What follows belongs to an exercise in optimizing a design on an open flow for small area; a production flow would make more cautious choices. Only simulation tests tie the RTL to the original design; equivalence was not proved. Power is estimated from default activity; no workload was simulated.

Design hc11mon_dl, start of the top module:
module hc11mon_dl #(
    parameter [15:0] MIN      = 16'h0400,
    parameter [15:0] MAX      = 16'h7DFF,
    parameter [15:0] LF_START = 16'h1000,
    parameter [15:0] LF_MAX   = 16'h7DC0
) (
    input  wire        clk,
    input  wire        rst,
    input  wire        cmd_valid,
    output wire        cmd_ready,
    input  wire [1:0]  cmd_op,
    input  wire [15:0] cmd_start,
    input  wire [15:0] cmd_end,
    input  wire        in_valid,
    output wire        in_ready,
    input  wire [7:0]  in_data,
    input  wire        in_eos,
    output wire        mem_req,
    output wire        mem_we,
    output wire [15:0] mem_addr,
    output wire [7:0]  mem_wdata,
    input  wire        mem_ack,
    input  wire [7:0]  mem_rdata,
    output wire        ev_valid,
    input  wire        ev_ready,
    output wire [2:0]  ev_type,
    output wire [15:0] ev_addr,
    output wire [15:0] ev_data,
    output wire [15:0] ev_line,
    output wire [2:0]  ev_kind,
    output wire        ev_flag,
    output wire [2:0]  ev_len,
    output wire [47:0] ev_raw,
    output wire [2:0]  ev_fam,
    output wire [3:0]  ev_sfx,
    output wire [2:0]  ev_opform
);
For scale: roughly 750 cells after synthesis, ~200 I/O pins, about 7500 µm² of cells after synthesis.
==> flow/config.mk <==
export PLATFORM = sky130hd
export DESIGN_NAME = hc11mon_dl
export DESIGN_NICKNAME = hc11mon_dl
export VERILOG_FILES = /design/flow/design.v
export SDC_FILE = /design/flow/constraint.sdc
export NUM_CORES = 4
export LEC_CHECK = 0
export CAP_MARGIN = 20
export CORE_MARGIN = 2
export CORE_UTILIZATION = 65
export CTS_BUF_LIST = sky130_fd_sc_hd__clkbuf_8
export PLACE_DENSITY = 0.8
export SLEW_MARGIN = 20
==> flow/constraint.sdc <==
create_clock -name core_clock -period 10.0 [get_ports {clk}]
set_input_delay 2.0000 -clock core_clock [delete_from_list [all_inputs] [get_ports {clk}]]
set_output_delay 2.0000 -clock core_clock [all_outputs]
set_load 0.01 [all_outputs]
standard.sh (not shown) runs the stock make flow with config.mk's settings and CLKGATE_MAP_FILE= SYNTH_SCRIPT=/design/flow/synth_recipe.tcl, a recipe that flattens the netlist after the stock synthesis.
==> flow/flow/run.sh <==
#!/bin/bash
# Own layout flow: the standard flow (standard.sh) with two changes.
#  1. Synthesis maps the logic with ABC's default area-oriented script instead of
#     ORFS's delay-oriented one (the 10 ns clock has ample slack). Everything else in
#     the synthesis is synth_recipe.tcl unchanged: same passes, same register mapping,
#     flattening and renaming.
#  2. The port buffers that placement inserts on every input and output are the
#     smallest buffer cell (buf_1).
#  3. Clock tree synthesis builds the tree from clkbuf_8 and adds no dummy loads
#     (-dont_use_dummy_load); every register is still clocked through the buffered tree.
# Each tool's output goes to the ORFS logs under orfs/logs; make's own output goes to
# flow_make.log.
set -euo pipefail
here=$(pwd)

# synthesis script: synth_recipe.tcl with its "source .../synth.tcl" replaced by a copy
# of synth.tcl whose abc call uses the default script (flow/area_abc.tcl does this)
python3 - "$here" <<'PY'
import sys, re
here = sys.argv[1]
src = open(f"{here}/synth_recipe.tcl").read()
line = "source $::env(SCRIPTS_DIR)/synth.tcl"
assert line in src, "synth_recipe.tcl changed"
src = src.replace(line, f"source {here}/flow/area_abc.tcl")
open(f"{here}/own_synth.tcl", "w").write(src)
std = open(f"{here}/standard.sh").read()
new, n = re.subn(r"SYNTH_SCRIPT=\S*synth_recipe\.tcl", f"SYNTH_SCRIPT={here}/own_synth.tcl", std)
assert n == 1, "standard.sh changed"
open(f"{here}/own_standard.sh", "w").write(new)
PY

export BUFFER_PORTS_ARGS="-buffer_cell sky130_fd_sc_hd__buf_1"
export CTS_ARGS="-sink_clustering_enable -sink_clustering_size 30 -sink_clustering_max_diameter 300 -sink_clustering_buffer sky130_fd_sc_hd__clkbuf_8 -repair_clock_nets -dont_use_dummy_load -buf_list sky130_fd_sc_hd__clkbuf_8"
bash "$here/own_standard.sh" > "$here/flow_make.log" 2>&1
==> flow/flow/area_abc.tcl <==
# ORFS synth.tcl, run with one change: the abc call maps with ABC's default script
# (area oriented, no delay target) instead of the script chosen by synth_preamble.tcl.
set f [open $::env(SCRIPTS_DIR)/synth.tcl]
set txt [read $f]
close $f
set old {log_cmd abc {*}$abc_args}
if { [string first $old $txt] < 0 } { error "abc call not found in synth.tcl" }
set new {log_cmd abc {*}$lib_args {*}$lib_dont_use_args}
uplevel #0 [string map [list $old $new] $txt]
The starting point passed the timing, design-rule and antenna checks.
Edit:
--- a/flow/flow/run.sh
+++ b/flow/flow/run.sh
@@ -32,3 +32,3 @@
 export BUFFER_PORTS_ARGS="-buffer_cell sky130_fd_sc_hd__buf_1"
-export CTS_ARGS="-sink_clustering_enable -sink_clustering_size 30 -sink_clustering_max_diameter 300 -sink_clustering_buffer sky130_fd_sc_hd__clkbuf_8 -repair_clock_nets -dont_use_dummy_load -buf_list sky130_fd_sc_hd__clkbuf_8"
+export CTS_ARGS="-sink_clustering_enable -repair_clock_nets -dont_use_dummy_load -buf_list sky130_fd_sc_hd__clkbuf_8"
 bash "$here/own_standard.sh" > "$here/flow_make.log" 2>&1
Settings changed: CORE_UTILIZATION 65 to 72, PLACE_DENSITY 0.8 to 0.85.
What happened: Setup slack got worse by 300 ps. Non-clock buffer count is lower by 1. Routed wire length is lower by 7.7%. Total power is lower by 1.0%. Global-route usage is higher by 0.93 points. Critical path depth does not change. Utilization is higher by 7.9 points. Sequential share of layout area barely changes. Clock skew is higher by 4.2 ps.

* * *

Setup of run A:
Another version of the RTL of hc11mon_dl (not shown whole).
Size: about 760 cells after synthesis, roughly 140 flip-flops, roughly 200 I/O pins, about 7500 µm² of cells after synthesis.
Settings: LEC_CHECK=0, CAP_MARGIN=20, CORE_MARGIN=2, CORE_UTILIZATION=40, CTS_BUF_LIST=sky130_fd_sc_hd__clkbuf_8, PLACE_DENSITY=0.6, SLEW_MARGIN=20; clock period 10.0 ns.
==> flow/flow/run.sh <==
#!/bin/bash
# Own layout flow: the standard flow (standard.sh) with two changes.
#  1. Synthesis maps the logic with ABC's default area-oriented script instead of
#     ORFS's delay-oriented one (the 10 ns clock has ample slack). Everything else in
#     the synthesis is synth_recipe.tcl unchanged: same passes, same register mapping,
#     flattening and renaming.
#  2. The port buffers that placement inserts on every input and output are the
#     smallest buffer cell (buf_1).
# Each tool's output goes to the ORFS logs under orfs/logs; make's own output goes to
# flow_make.log.
set -euo pipefail
here=$(pwd)

# synthesis script: synth_recipe.tcl with its "source .../synth.tcl" replaced by a copy
# of synth.tcl whose abc call uses the default script (flow/area_abc.tcl does this)
python3 - "$here" <<'PY'
import sys, re
here = sys.argv[1]
src = open(f"{here}/synth_recipe.tcl").read()
line = "source $::env(SCRIPTS_DIR)/synth.tcl"
assert line in src, "synth_recipe.tcl changed"
src = src.replace(line, f"source {here}/flow/area_abc.tcl")
open(f"{here}/own_synth.tcl", "w").write(src)
std = open(f"{here}/standard.sh").read()
new, n = re.subn(r"SYNTH_SCRIPT=\S*synth_recipe\.tcl", f"SYNTH_SCRIPT={here}/own_synth.tcl", std)
assert n == 1, "standard.sh changed"
open(f"{here}/own_standard.sh", "w").write(new)
PY

export BUFFER_PORTS_ARGS="-buffer_cell sky130_fd_sc_hd__buf_1"
export CTS_ARGS="-sink_clustering_enable -repair_clock_nets -dont_use_dummy_load -sink_clustering_size 40 -sink_clustering_max_diameter 200 -buf_list sky130_fd_sc_hd__clkbuf_16"
bash "$here/own_standard.sh" > "$here/flow_make.log" 2>&1
Scripts as last shown in full above: flow/flow/area_abc.tcl
Run A completed; timing, DRC and antenna clean
Setup changes, run A to run B
diff --git a/flow/flow/run.sh b/flow/flow/run.sh
--- a/flow/flow/run.sh
+++ b/flow/flow/run.sh
@@ -30,3 +30,2 @@
 export BUFFER_PORTS_ARGS="-buffer_cell sky130_fd_sc_hd__buf_1"
-export CTS_ARGS="-sink_clustering_enable -repair_clock_nets -dont_use_dummy_load -sink_clustering_size 40 -sink_clustering_max_diameter 200 -buf_list sky130_fd_sc_hd__clkbuf_16"
 bash "$here/own_standard.sh" > "$here/flow_make.log" 2>&1
### Flow results
Run B did not stop at any stage, and its layout met the timing, design-rule and antenna checks.
Count of clock buffers in the final design (higher): run B
Combinational cell fraction of total power, run B and run A: larger value in run A
Run A → run B: mean number of vias per cell fell by 0.053; share of async-settable or async-resettable flops after synthesis did not really move; finished layout cell area has remained practically unchanged; met2 track demand over resource now sits at about the same level; core utilization shows no meaningful change.
Across both runs, minimum setup slack in the final design was lower for run B than for run A.
### run B -> run C
- PLACE_DENSITY now 0.8, was 0.6
- CORE_UTILIZATION now 65, was 40
diff --git a/flow/flow/run.sh b/flow/flow/run.sh
--- a/flow/flow/run.sh
+++ b/flow/flow/run.sh
@@ -30,2 +30,3 @@
 export BUFFER_PORTS_ARGS="-buffer_cell sky130_fd_sc_hd__buf_1"
+export CTS_ARGS="-sink_clustering_enable -repair_clock_nets -dont_use_dummy_load -buf_list sky130_fd_sc_hd__clkbuf_8"
 bash "$here/own_standard.sh" > "$here/flow_make.log" 2>&1
## What came out
Run C reports a lower number of cells in the finished layout apart from fillers than run B does. Run C ended up with a higher mean number of vias per cell than run B did. Run C reports its capture point of the worst path as pbc[2]$_SDFFCE_PP0P_ while run B reports pbc[1]$_SDFFCE_PP0P_. In run C the portion of total power attributed to combinational logic turned out 3.4 points higher than in run B. Run C: PASS, flow complete, no timing, DRC or antenna violations. Taking run B as the reference, in run C proportion of power drawn by flip-flops and latches higher; non-clock buffer count in the final layout lower; share of the clock period used by the worst path after layout higher.
## Diff of input files: run D against run C
- PLACE_DENSITY changed from 0.8 to 0.6
- CORE_UTILIZATION changed from 65 to 40
diff --git a/flow/flow/run.sh b/flow/flow/run.sh
--- a/flow/flow/run.sh
+++ b/flow/flow/run.sh
@@ -30,3 +30,3 @@
 export BUFFER_PORTS_ARGS="-buffer_cell sky130_fd_sc_hd__buf_1"
-export CTS_ARGS="-sink_clustering_enable -repair_clock_nets -dont_use_dummy_load -buf_list sky130_fd_sc_hd__clkbuf_8"
+export CTS_ARGS="-sink_clustering_enable -repair_clock_nets -dont_use_dummy_load -buf_list {sky130_fd_sc_hd__clkbuf_4 sky130_fd_sc_hd__clkbuf_8}"
 bash "$here/own_standard.sh" > "$here/flow_make.log" 2>&1
## What came out
Note that the total die area recorded for run D amounts to 1.6 times the value seen in run C. Required time of the worst setup path: run C vs run D — no meaningful difference. Summary of run D over run C: fmax now larger; routed via count now smaller; via count of the first global-routing pass now smaller; total power divided by cell area now smaller; logic depth of the worst setup path including buffers now larger. Design area ended up 130 µm² higher on run D than on run C. Launch point of the critical path = state[3]$_SDFFE_PP0P_: run C; launch point of the critical path = state[4]$_SDFFE_PP0P_: run D.

-- afterwards: timing with drivers on the ports --
The results above use ideal ports. As a check the final layouts listed here were re-extracted and re-timed, cells and wires unchanged.
Step 1 (the two cells are an assumption about what drives the block):
set clk [get_ports {clk}]
set_driving_cell -lib_cell sky130_fd_sc_hd__clkbuf_16 $clk
set_driving_cell -lib_cell sky130_fd_sc_hd__buf_2 [delete_from_list [all_inputs] $clk]
Step 2 adds t to the input delays and takes it off the output delays; t is the mean of the earliest and latest rising clock arrival at the registers after step 1. Input paths then give back, and output paths get back, about the clock's delay inside the block.
Slacks: ideal ports / drivers / drivers and shift; pairs: ideal ports / drivers.
run	t (ns)	setup WS [ns]	worst setup path after step 2	latest minus earliest clock arrival (ns)	slew at the worst register clock pin (ns)
the first run of note 1	0.487	4.888 / 4.888 / 4.888	register to register	0.030 / 0.030	0.08 / 0.08
the second run of note 1	0.469	4.587 / 4.587 / 4.587	register to register	0.034 / 0.034	0.08 / 0.08
run A	0.450	4.901 / 4.901 / 4.901	register to register	0.018 / 0.018	0.06 / 0.06
run B	0.481	4.898 / 4.898 / 4.898	register to register	0.013 / 0.013	0.09 / 0.09
run C	0.475	4.871 / 4.871 / 4.871	register to register	0.022 / 0.022	0.07 / 0.07
run D	0.480	4.912 / 4.912 / 4.912	register to register	0.029 / 0.029	0.08 / 0.08
After both steps setup and hold are still met in every run listed.
